This design comes from an exercise in tuning for a short achievable clock period and few clock cycles on the open sky130 flow, not from production work.
In this exercise RTL edits were held to simulation tests only and were not proved equivalent to the original.
Power figures rest on the tool's default switching activity, not on a simulated workload.

--- flow/run.sh ---
#!/bin/bash
# synth_recipe.tcl (not shown) runs the flow's synth.tcl, then flattens the netlist and writes it again
# the make line also repeats each setting of config.mk as NAME=value (left out here)
make -C /OpenROAD-flow-scripts/flow DESIGN_CONFIG=/design/flow/config.mk WORK_HOME=/design/flow/orfs CLKGATE_MAP_FILE= SYNTH_SCRIPT=/design/flow/synth_recipe.tcl finish
--- flow/config.mk ---
export PLATFORM = sky130hd
export DESIGN_NAME = rel16_core
export DESIGN_NICKNAME = rel16_core
export VERILOG_FILES = /design/flow/design.v
export SDC_FILE = /design/flow/constraint.sdc
export NUM_CORES = 4
export LEC_CHECK = 0
export CAP_MARGIN = 20
export CORE_MARGIN = 2
export CORE_UTILIZATION = 40
export SLEW_MARGIN = 20
--- flow/constraint.sdc ---
create_clock -name core_clock -period 10.0 [get_ports {clk}]
set_input_delay 2.0000 -clock core_clock [delete_from_list [all_inputs] [get_ports {clk}]]
set_output_delay 2.0000 -clock core_clock [all_outputs]
set_load 0.01 [all_outputs]
--- flow/design.v ---
module rel16_core (
    input  wire         clk,
    input  wire         rst,
    output wire         imem_en,
    output wire [15:0]  imem_addr,
    input  wire [15:0]  imem_rdata,
    output wire         dmem_en,
    output wire [15:0]  dmem_addr,
    output wire [15:0]  dmem_wdata,
    input  wire [15:0]  dmem_rdata,
    output reg          retire,
    output reg  [15:0]  retire_pc,
    output reg  [15:0]  retire_insn,
    output wire [255:0] regs,
    output reg  [15:0]  pc,
    output reg  [15:0]  br,
    output reg          dir,           
    output reg          halted,
    output reg          faulted,
    output reg  [1:0]   fault_cause,   
    output reg  [15:0]  fault_pc,
    output reg  [15:0]  fault_word
);
    localparam FC_ILLEGAL  = 2'd1;
    localparam FC_DISTINCT = 2'd2;
    localparam K_NONE = 3'd0;
    localparam K_GOTO = 3'd1;
    localparam K_CMFR = 3'd2;
    localparam K_RSWB = 3'd3;
    localparam K_SWBR = 3'd4;
    localparam K_BRA  = 3'd5;
    localparam K_COND = 3'd6;
    localparam NC = 8;               
    integer j;
    reg [NC-1:0]    c_v;
    reg [16*NC-1:0] c_tag;
    reg [3*NC-1:0]  c_kind;
    reg [16*NC-1:0] c_val;
    reg [NC-1:0]    c_tk;
    reg [2:0]       c_rr;
    reg  [15:0] fa;          
    reg         fen;         
    reg  [15:0] fbr;         
    reg         fdir;        
    reg  [NC-1:0] f_hit;
    reg  [2:0]    f_kind;
    reg  [15:0]   f_val;
    reg           f_tk;
    always @* begin
        f_kind = 3'd0; f_val = 16'd0; f_tk = 1'b0;
        for (j = 0; j < NC; j = j + 1) begin
            f_hit[j] = c_v[j] && (c_tag[16*j +: 16] == fa);
            if (f_hit[j]) begin
                f_kind = f_kind | c_kind[3*j +: 3];
                f_val  = f_val  | c_val[16*j +: 16];
                f_tk   = f_tk   | c_tk[j];
            end
        end
    end
    wire [15:0] f_s   = (fbr != 16'd0) ? fbr : 16'd1;
    wire [15:0] f_seq = fdir ? (fa - f_s) : (fa + f_s);
    wire        f_gt  = ((f_kind == K_GOTO) && !fdir) || ((f_kind == K_CMFR) && fdir);
    wire [15:0] p_npc = f_gt ? {4'd0, f_val[11:0]} : f_seq;
    wire [15:0] p_br  = ((f_kind == K_BRA) || ((f_kind == K_COND) && f_tk)) ?
                            (fbr + {8'd0, f_val[7:0]}) :
                        ((f_kind == K_RSWB) || (f_kind == K_SWBR)) ? f_val : fbr;
    wire        p_dir = fdir ^ (f_kind == K_RSWB);
    assign imem_en   = fen;
    assign imem_addr = fa;
    reg         dv;          
    reg  [15:0] d_pc, d_npc, d_br;
    reg         d_dir;
    reg  [1:0]  qn;
    reg  [15:0] q0_w, q0_pc, q0_npc, q0_br;
    reg         q0_dir;
    reg  [15:0] q1_w, q1_pc, q1_npc, q1_br;
    reg         q1_dir;
    reg         iv;
    reg  [15:0] ir, i_pc, i_npc, i_br;
    reg         i_dir;
    reg  [255:0] x;          
    reg  [15:0]  ebr;        
    reg          edir;       
    reg          stopped;    
    reg          bub;        
    reg          m1_en;
    reg  [15:0]  m1_addr, m1_wdata;
    reg  [3:0]   m1_dst;
    reg          m1_p15;
    reg          m2_ld;
    reg  [3:0]   m2_dst;
    reg          m2_p15;
    reg          fix15;      
    assign dmem_en    = m1_en;
    assign dmem_addr  = m1_addr;
    assign dmem_wdata = m1_wdata;
    wire [15:0] w   = ir;
    wire [3:0]  op  = w[15:12];
    wire [3:0]  fn  = w[11:8];
    wire [3:0]  u   = w[7:4];
    wire [3:0]  fa_ = w[11:8];
    wire [3:0]  fb  = w[7:4];
    wire [3:0]  fc  = w[3:0];
    wire [7:0]  i8  = w[7:0];
    wire [11:0] n12 = w[11:0];
    wire [15:0] xa  = x[16*fa_ +: 16];
    wire [15:0] xb  = x[16*fb +: 16];
    wire [15:0] xc  = x[16*fc +: 16];
    wire [15:0] x15 = x[16*15 +: 16];
    wire grp0    = (op == 4'h0);
    wire unary   = grp0 && (fn == 4'h0);
    wire i_halt  = unary && (u == 4'h0) && (fc == 4'h0);
    wire i_not   = unary && (u == 4'h1);
    wire i_rotl  = unary && (u == 4'h2);
    wire i_rotr  = unary && (u == 4'h3);
    wire i_inc   = unary && (u == 4'h4);
    wire i_dec   = unary && (u == 4'h5);
    wire i_push  = unary && (u == 4'h6);
    wire i_pop   = unary && (u == 4'h7);
    wire i_swbr  = unary && (u == 4'h8);
    wire i_rswb  = unary && (u == 4'h9);
    wire i_swp   = grp0 && (fn == 4'h1);
    wire i_exch  = grp0 && (fn == 4'h2);
    wire i_cnot  = grp0 && (fn == 4'h3);
    wire i_cadd  = grp0 && (fn == 4'h4);
    wire i_csub  = grp0 && (fn == 4'h5);
    wire i_bra   = grp0 && (fn == 4'h6);
    wire i_imm   = (op == 4'h1);
    wire i_bgez  = (op == 4'h2);
    wire i_blz   = (op == 4'h3);
    wire i_bevn  = (op == 4'h4);
    wire i_bodd  = (op == 4'h5);
    wire i_ccnot = (op == 4'h6);
    wire i_cswp  = (op == 4'h7);
    wire i_goto  = (op == 4'h8);
    wire i_cmfr  = (op == 4'h9);
    wire i_cond  = i_bgez | i_blz | i_bevn | i_bodd;
    wire legal = i_halt | i_not | i_rotl | i_rotr | i_inc | i_dec | i_push |
                 i_pop | i_swbr | i_rswb | i_swp | i_exch | i_cnot | i_cadd |
                 i_csub | i_bra | i_imm | i_cond | i_ccnot | i_cswp |
                 i_goto | i_cmfr;
    wire distinct_bad = ((i_cnot | i_cadd | i_csub) && (fb == fc)) ||
                        (i_ccnot && (fc == fa_ || fc == fb)) ||
                        (i_cswp  && (fa_ == fb || fa_ == fc));
    wire fault = !legal || distinct_bad;
    wire is_mem = i_exch | i_push | i_pop;
    wire use_c  = (unary && (u != 4'h0)) || (grp0 && (fn >= 4'h1) && (fn <= 4'h5)) ||
                  i_ccnot || i_cswp;
    wire use_b  = (grp0 && (fn >= 4'h1) && (fn <= 4'h5)) || i_ccnot || i_cswp;
    wire use_a  = (op >= 4'h1) && (op <= 4'h7);
    wire use_15 = i_push | i_pop;
    reg [15:0] pend;         
    always @* begin
        pend = 16'd0;
        if (m1_en)  pend[m1_dst] = 1'b1;
        if (m2_ld)  pend[m2_dst] = 1'b1;
        if (fix15 || m1_p15 || m2_p15) pend[15] = 1'b1;
    end
    wire hazard = (use_c && pend[fc]) || (use_b && pend[fb]) ||
                  (use_a && pend[fa_]) || (use_15 && pend[15]);
    wire ex   = iv && !stopped && !bub && !hazard;      
    wire exok = ex && !fault;                           
    wire [15:0] e_s    = (ebr != 16'd0) ? ebr : 16'd1;
    wire [15:0] e_advpc  = edir ? (i_pc - e_s) : (i_pc + e_s);
    wire        e_gt   = (i_goto && !edir) || (i_cmfr && edir);
    wire [15:0] e_npc  = e_gt ? {4'd0, n12} : e_advpc;
    wire        take   = i_bra |
                         (i_bgez && !xa[15]) | (i_blz  &&  xa[15]) |
                         (i_bevn && !xa[0])  | (i_bodd &&  xa[0]);
    wire [15:0] e_br   = (i_swbr | i_rswb) ? xc : (take ? (ebr + {8'd0, i8}) : ebr);
    wire        e_dir  = edir ^ i_rswb;
    wire redirect = exok && !i_halt &&
                    ((e_npc != i_npc) || (e_br != i_br) || (e_dir != i_dir));
    wire [15:0] fred_s = (xb ^ xc) & xa;
    wire [15:0] sp_dec = x15 - 16'd1;
    wire [15:0] sp_inc = x15 + 16'd1;
    reg         we_a, we_b;
    reg  [3:0]  wa_a, wa_b;
    reg  [15:0] wd_a, wd_b;
    always @* begin
        we_a = 1'b0; wa_a = 4'd0; wd_a = 16'd0;
        we_b = 1'b0; wa_b = 4'd0; wd_b = 16'd0;
        if (i_imm)  begin we_a = 1'b1; wa_a = fa_; wd_a = xa ^ {8'd0, i8}; end
        if (i_not)  begin we_a = 1'b1; wa_a = fc; wd_a = ~xc; end
        if (i_rotl) begin we_a = 1'b1; wa_a = fc; wd_a = {xc[14:0], xc[15]}; end
        if (i_rotr) begin we_a = 1'b1; wa_a = fc; wd_a = {xc[0], xc[15:1]}; end
        if (i_inc)  begin we_a = 1'b1; wa_a = fc; wd_a = xc + 16'd1; end
        if (i_dec)  begin we_a = 1'b1; wa_a = fc; wd_a = xc - 16'd1; end
        if (i_swbr | i_rswb) begin we_a = 1'b1; wa_a = fc; wd_a = ebr; end
        if (i_swp)  begin
            we_a = 1'b1; wa_a = fb; wd_a = xc;
            we_b = 1'b1; wa_b = fc; wd_b = xb;
        end
        if (i_cnot) begin we_a = 1'b1; wa_a = fc; wd_a = xc ^ xb; end
        if (i_cadd) begin we_a = 1'b1; wa_a = fc; wd_a = xc + xb; end
        if (i_csub) begin we_a = 1'b1; wa_a = fc; wd_a = xc - xb; end
        if (i_ccnot) begin we_a = 1'b1; wa_a = fc; wd_a = xc ^ (xa & xb); end
        if (i_cswp) begin
            we_a = 1'b1; wa_a = fb; wd_a = xb ^ fred_s;
            we_b = 1'b1; wa_b = fc; wd_b = xc ^ fred_s;
        end
        if (i_push) begin we_a = 1'b1; wa_a = 4'd15; wd_a = sp_dec; end
        if (i_pop && fc != 4'd15) begin we_a = 1'b1; wa_a = 4'd15; wd_a = sp_inc; end
        if (!exok) begin we_a = 1'b0; we_b = 1'b0; end
    end
    wire [15:0] e_maddr  = i_exch ? xc : (i_push ? sp_dec : x15);
    wire [15:0] e_mwdata = i_exch ? xb :
                           ((i_push && fc == 4'd15) ? sp_dec : xc);
    wire [3:0]  e_mdst   = i_exch ? fb : fc;
    reg         r1_v, r2_v;
    reg         r1_we_a, r1_we_b, r2_we_a, r2_we_b;
    reg  [3:0]  r1_wa_a, r1_wa_b, r2_wa_a, r2_wa_b;
    reg  [15:0] r1_wd_a, r1_wd_b, r2_wd_a, r2_wd_b;
    reg  [15:0] r1_pc, r1_w, r1_npc, r1_br;
    reg         r1_dir, r1_halt, r1_fault;
    reg  [1:0]  r1_cause;
    reg  [15:0] r2_pc, r2_w, r2_npc, r2_br;
    reg         r2_dir, r2_halt, r2_fault;
    reg  [1:0]  r2_cause;
    reg  [255:0] v;          
    assign regs = v;
    wire e_adv  = !iv || ex || stopped;      
    wire q_pop  = e_adv && (qn != 2'd0);
    wire q_push = dv && !(e_adv && (qn == 2'd0));
    reg  [1:0] qn_next;
    always @* begin
        qn_next = qn;
        if (q_push && !q_pop) qn_next = qn + 2'd1;
        if (!q_push && q_pop) qn_next = qn - 2'd1;
    end
    reg  [NC-1:0] e_hit;
    always @* begin
        for (j = 0; j < NC; j = j + 1)
            e_hit[j] = c_v[j] && (c_tag[16*j +: 16] == i_pc);
    end
    wire        e_ctl  = i_goto | i_cmfr | i_rswb | i_swbr | i_bra | i_cond;
    wire [2:0]  e_kind = (i_goto) ? K_GOTO : (i_cmfr) ? K_CMFR :
                         (i_rswb) ? K_RSWB : (i_swbr) ? K_SWBR :
                         (i_bra)  ? K_BRA  : K_COND;
    wire [15:0] e_cval = (i_goto | i_cmfr) ? {4'd0, n12} :
                         (i_rswb | i_swbr) ? xc : {8'd0, i8};
    always @(posedge clk) begin
        if (rst) begin
            c_v     <= {NC{1'b0}};
            c_rr    <= 3'd0;
            fa      <= 16'd0;
            fen     <= 1'b1;
            fbr     <= 16'd0;
            fdir    <= 1'b0;
            dv      <= 1'b0;
            qn      <= 2'd0;
            iv      <= 1'b0;
            x       <= {16'hFFFF, 240'd0};
            ebr     <= 16'd0;
            edir    <= 1'b0;
            stopped <= 1'b0;
            bub     <= 1'b0;
            m1_en   <= 1'b0;
            m1_p15  <= 1'b0;
            m2_ld   <= 1'b0;
            m2_p15  <= 1'b0;
            fix15   <= 1'b0;
            r1_v    <= 1'b0;
            r2_v    <= 1'b0;
            v       <= {16'hFFFF, 240'd0};
            pc      <= 16'd0;
            br      <= 16'd0;
            dir     <= 1'b0;
            retire      <= 1'b0;
            retire_pc   <= 16'd0;
            retire_insn <= 16'd0;
            halted      <= 1'b0;
            faulted     <= 1'b0;
            fault_cause <= 2'd0;
            fault_pc    <= 16'd0;
            fault_word  <= 16'd0;
        end else begin
            if (redirect) begin
                fa   <= e_npc;
                fbr  <= e_br;
                fdir <= e_dir;
                fen  <= 1'b1;
            end else begin
                if (fen) begin
                    fa   <= p_npc;
                    fbr  <= p_br;
                    fdir <= p_dir;
                end
                fen <= ({1'b0, qn_next} + {2'd0, fen}) <= 3'd1;
            end
            dv <= fen && !redirect;
            if (fen) begin
                d_pc  <= fa;
                d_npc <= p_npc;
                d_br  <= p_br;
                d_dir <= p_dir;
            end
            if (redirect) begin
                qn <= 2'd0;
            end else begin
                qn <= qn_next;
                if (q_pop) begin
                    q0_w <= q1_w; q0_pc <= q1_pc; q0_npc <= q1_npc;
                    q0_br <= q1_br; q0_dir <= q1_dir;
                end
                if (q_push) begin
                    if ((q_pop ? qn - 2'd1 : qn) == 2'd0) begin
                        q0_w <= imem_rdata; q0_pc <= d_pc; q0_npc <= d_npc;
                        q0_br <= d_br; q0_dir <= d_dir;
                    end else begin
                        q1_w <= imem_rdata; q1_pc <= d_pc; q1_npc <= d_npc;
                        q1_br <= d_br; q1_dir <= d_dir;
                    end
                end
            end
            if (redirect) begin
                iv <= 1'b0;
            end else if (e_adv) begin
                if (qn != 2'd0) begin
                    iv <= 1'b1;
                    ir <= q0_w; i_pc <= q0_pc; i_npc <= q0_npc;
                    i_br <= q0_br; i_dir <= q0_dir;
                end else if (dv) begin
                    iv <= 1'b1;
                    ir <= imem_rdata; i_pc <= d_pc; i_npc <= d_npc;
                    i_br <= d_br; i_dir <= d_dir;
                end else begin
                    iv <= 1'b0;
                end
            end
            bub <= ex && !fault && i_pop && (fc == 4'd15);
            if (ex && (fault || i_halt))
                stopped <= 1'b1;
            if (exok) begin
                ebr  <= e_br;
                edir <= e_dir;
            end
            for (j = 0; j < 16; j = j + 1) begin
                if (m2_ld && m2_dst == j[3:0]) x[16*j +: 16] <= dmem_rdata;
                if (j == 15 && fix15)          x[16*j +: 16] <= x15 + 16'd1;
                if (we_a && wa_a == j[3:0])    x[16*j +: 16] <= wd_a;
                if (we_b && wa_b == j[3:0])    x[16*j +: 16] <= wd_b;
            end
            if (exok && e_ctl) begin
                for (j = 0; j < NC; j = j + 1) begin
                    if ((e_hit != {NC{1'b0}}) ? e_hit[j] : (c_rr == j[2:0])) begin
                        c_v[j]            <= 1'b1;
                        c_tag[16*j +: 16] <= i_pc;
                        c_kind[3*j +: 3]  <= e_kind;
                        c_val[16*j +: 16] <= e_cval;
                        c_tk[j]           <= take;
                    end
                end
                if (e_hit == {NC{1'b0}})
                    c_rr <= c_rr + 3'd1;
            end
            m1_en    <= exok && is_mem;
            m1_addr  <= e_maddr;
            m1_wdata <= e_mwdata;
            m1_dst   <= e_mdst;
            m1_p15   <= exok && i_pop && (fc == 4'd15);
            m2_ld    <= m1_en;
            m2_dst   <= m1_dst;
            m2_p15   <= m1_p15;
            fix15    <= m2_p15;
            r1_v     <= ex;
            r1_we_a  <= we_a;  r1_wa_a <= wa_a;  r1_wd_a <= wd_a;
            r1_we_b  <= we_b;  r1_wa_b <= wa_b;  r1_wd_b <= wd_b;
            r1_pc    <= i_pc;
            r1_w     <= ir;
            r1_npc   <= fault ? e_advpc : e_npc;
            r1_br    <= e_br;
            r1_dir   <= e_dir;
            r1_halt  <= i_halt;
            r1_fault <= fault;
            r1_cause <= legal ? FC_DISTINCT : FC_ILLEGAL;
            r2_v     <= r1_v;
            r2_we_a  <= r1_we_a;  r2_wa_a <= r1_wa_a;  r2_wd_a <= r1_wd_a;
            r2_we_b  <= r1_we_b;  r2_wa_b <= r1_wa_b;  r2_wd_b <= r1_wd_b;
            r2_pc    <= r1_pc;
            r2_w     <= r1_w;
            r2_npc   <= r1_npc;
            r2_br    <= r1_br;
            r2_dir   <= r1_dir;
            r2_halt  <= r1_halt;
            r2_fault <= r1_fault;
            r2_cause <= r1_cause;
            retire <= 1'b0;
            if (fix15) begin
                v[16*15 +: 16] <= v[16*15 +: 16] + 16'd1;
                retire <= 1'b1;
            end
            if (r2_v) begin
                if (r2_fault) begin
                    faulted     <= 1'b1;
                    fault_cause <= r2_cause;
                    fault_pc    <= r2_pc;
                    fault_word  <= r2_w;
                    pc          <= r2_npc;
                end else begin
                    for (j = 0; j < 16; j = j + 1) begin
                        if (r2_we_a && r2_wa_a == j[3:0]) v[16*j +: 16] <= r2_wd_a;
                        if (r2_we_b && r2_wa_b == j[3:0]) v[16*j +: 16] <= r2_wd_b;
                        if (m2_ld && m2_dst == j[3:0])    v[16*j +: 16] <= dmem_rdata;
                    end
                    pc          <= r2_npc;
                    br          <= r2_br;
                    dir         <= r2_dir;
                    retire_pc   <= r2_pc;
                    retire_insn <= r2_w;
                    retire      <= !m2_p15;
                    if (r2_halt)
                        halted <= 1'b1;
                end
            end
        end
    end
endmodule
==> impl_metrics.toml <==
[outcome]
status = "no timing/DRC/antenna violations"

[synthesis]
synth_common_cells = "1029 x nand2_1, 853 x nor2_1, 809 x a21oi_1, 794 x edfxtp_1, 688 x dfxtp_1"
synthArstFlopShare = 0
synth_area_per_cell_sq_um = 9.621
syn-cell-area_sq_um = 84140
yosysWarnings = 1
synthFlopType = "edfxtp_1"
netlist_instances = 8745
synth_edf_count = 794
seq_area_frac_synth = 0.4471
ys_seq_elements = 1482
yosysMostFrequentCell = "nand2_1"
synthDistinctLibCells = 107
synth_top_area_frac = 0.2834
yosys.area.top_type = "edfxtp_1"
synth_area_leaders = "edfxtp_1 28%, dfxtp_1 16%, mux4_2 6.1%"
syn-num-nets = 8883

[sta]
setup_viol_count_final = 0
hold_viol = 0
worst_pin_slew_ps = 1306
min_period_ps = 7931
max_freq_mhz = 126.1
max_slew_margin = 0.1295
drv_slew = 0
min_period_over_period = 0.7931
whs_ps = 402.2
rsz0062_at_grt = "no"
fin_skew_ps = 76.45

[routing]
drtPass1Iterations = 7
wl_um = 390700
wire_per_inst_um = 32.93
detail-route-antenna-nets = 0
drt-initial-drc-count = 11050
vias = 77270
post-route-drc-count = 0
via_per_inst = 6.514

[global_route]
grt_antenna_before_repair = 30
grt_max_degree = 140
grt_pass1_vias = 71910
track_usage = 0.3496
gr-total-overflow = 0
grt_pass1_wl_um = 544100

[die]
coreArea_sq_um = 209400
pin_count = 442
num_rows = 168
initial_core_util = 0.4019
fp.dieH_um = 462.6
die_area_sq_um = 214000
die_w_um = 462.6

[clock_tree]
post-cts-setup-buffers = 0
clock_sinks = 1482
clkSlewWorstSetupHoldPaths_ps = 60
cts_tree = "yes"
cts_buffers = 170
htree_levels = 4
cts_resized = 0
clockRootBuffer = "clkbuf_16"
clock_latency_ps = 920
clockBufferDepth = 3
cts_hold_buffers = 0

[power]
intPower_mw = 15.20
p_per_area_nw_per_um2 = 267.1
leakagePower_nw = 33.89
pwr-share-seq = 0.320
comb_power_share = 0.428
switchingPower_mw = 10.88
p_sw_frac = 0.4171
ir_worst_vdd_v = 0.0002956
p_clk_frac = 0.253

[finish]
design_area_sq_um = 97620
fill_cells = 19690
regArea_sq_um = 37620
drive_above_1_share = 0.1242
final_util = 0.4663
nNetsFinal = 9037
area.growth.synth_to_final_pct = 16.03
multi_input_area_sq_um = 43520

[critical_path]
crit_top_cell = "buf_4"
crit_fanout = 65
cp.required_ps = 10490
critical_path_class = "flop to flop"
end_kind = "flop"
arrival_ps = 8420
slowest_delay_ps = 800
crit_family = "simple AND/OR/NAND/NOR gates"
start_kind = "flop"
slowest_stage = "buf_4"
cp.buffers_inverters = 4

[placement]
port_buffers = 441
dpl-instance-area_sq_um = 91650
hpwl_um = 273900
gp_congestion = 1.072

[job]
cap_violations = 0

[min_path]
min_path_type = "flop to flop"
==> metrics by stage <==
| stage | total power [mW] | worst slack, ps | cells | TNS, ps |
|---|---|---|---|---|
| floorplan | 15.10 | -1755 | 8745 | -228200 |
| global placement | 19.17 | 2080 | 11530 | 0 |
| detailed placement | 19.21 | 2137 | 11530 | 0 |
| CTS | 25.82 | 2133 | 11850 | 0 |
| global route | 26.93 | 1730 | 11850 | 0 |
| finish | 26.07 | 2069 | 11860 | 0 |
==> power groups by stage <==
| stage | Clock (mW) | Combinational, mW | Sequential (mW) |
|---|---|---|---|
| global route | 6.87 | 11.7 | 8.38 |
| floorplan | 0 | 6.98 | 8.11 |
| CTS | 6.63 | 10.9 | 8.31 |
| detailed placement | 0 | 10.8 | 8.43 |
| finish | 6.59 | 11.2 | 8.34 |
| global placement | 0 | 10.8 | 8.41 |
==> path summary, 6_finish.rpt <==
kind / startpoint / endpoint / slack [ps] / cells past startpoint
worst max-delay path: ebr[4] / q1_br[9] / 2070 / 25
worst min register to register: r1_npc[1] / r2_npc[1] / 400 / 0
worst max register to register: ebr[4] / q1_br[9] / 2070 / 25
worst min-delay path: r1_npc[1] / r2_npc[1] / 400 / 0
==> logic make-up (layout without fill, tap and decap cells) <==
family,after synthesis,count (layout),share of synthesized area
and+or+nand+nor,2835,2835,0.1511
AOI/OAI and AO/OA,2214,2214,0.1675
DFF,1482,1482,0.4471
buffers and inverters,876,1176,0.04100
muxes,764,764,0.1282
xor gates and xnor gates,470,470,0.04909
adders and majority gates,104,104,0.01600
other,0,13,0
==> flip-flops by register name, indices dropped and copies added, names as in the netlist, 24 cells and up <==
signal	cells
c_kind	24
c_tag	128
c_val	128
v	256
x	256
==> layout by cell type, fill, tap and decap left out, drive strengths merged, types with 33 or more instances in the layout <==
master and count:
a211oi 198, a21o 38, a21oi 810, a221oi 34
a22o 70, a22oi 72, a31oi 70, and2 58
and3 70, buf 266, clkbuf 223, clkdlybuf4s50 435
clkinv 64, dfxtp 688, edfxtp 794, ha 98
inv 164, mux2 224, mux2i 312, mux4 228
nand2 1029, nand2b 46, nand3 277, nand4 79
nor2 857, nor2b 41, nor3 160, nor4 88
o211ai 168, o21ai 381, o22ai 58, or3 33
xnor2 335, xor2 134
==> final cells by class <==
type	count	area share
multi-input combinational	6387	0.4458
sequential	1482	0.3853
timing repair buffer	701	0.06603
clock buffer	223	0.04819
tap	2805	0.03595
clock inverter	95	0.01228
inverter	157	0.006114
antenna	13	0.0003332
==> worst register-to-register path, stage by stage, from the launching register on <==
cell and delay, ps:
dfxtp_1 450, or4_1 600, nor3_1 250, nand3_1 140
o21bai_1 400, inv_1 90, ha_1 210, nor2b_1 180
and2_1 240, a21oi_1 190, xnor2_1 130, ha_1 470
mux2_2 370, a22oi_1 220, o21ai_0 180, nor4_1 340
o2111ai_1 200, a2111oi_0 410, nand4_1 150, nor4_1 270
and4_1 240, buf_4 330, nor2_4 130, buf_4 280
nor4_2 260, buf_4 800
==> routing by layer <==
metal,global-route usage,share of wire
met3,0.09560,0.12
met2,0.5266,0.43
met4,0.2534,0.089
met5,0.004011,0.00070
met1,0.4302,0.37
Testbench counts, summed over its fixed seeds: cycles 45,461.

==> separate check: timing with driven ports <==
The results above use ideal ports. As a check the final layout listed here was re-extracted and re-timed, cells and wires unchanged.
Step 1 sets driving cells, clkbuf_16 on the clock port and buf_2 on the other inputs (assumed; they add their load-dependent delay and slew).
Step 2 moves the port delays by t, midway between the first and last clock arrival at a register: inputs arrive t later, outputs are due t later. That takes back most of the time a late clock gives input paths.
Three values: no drivers, after step 1, after step 2; two values: the first two.
t (ns): 0.964
setup WS [ns]: 2.069 / 2.069 / 2.069
worst data-port slew with drivers (ns): 0.06
After both steps setup and hold are still met in this run. For this run, drivers alone change the setup slack by 0.000 ns; drivers and shift together by 0.000 ns.
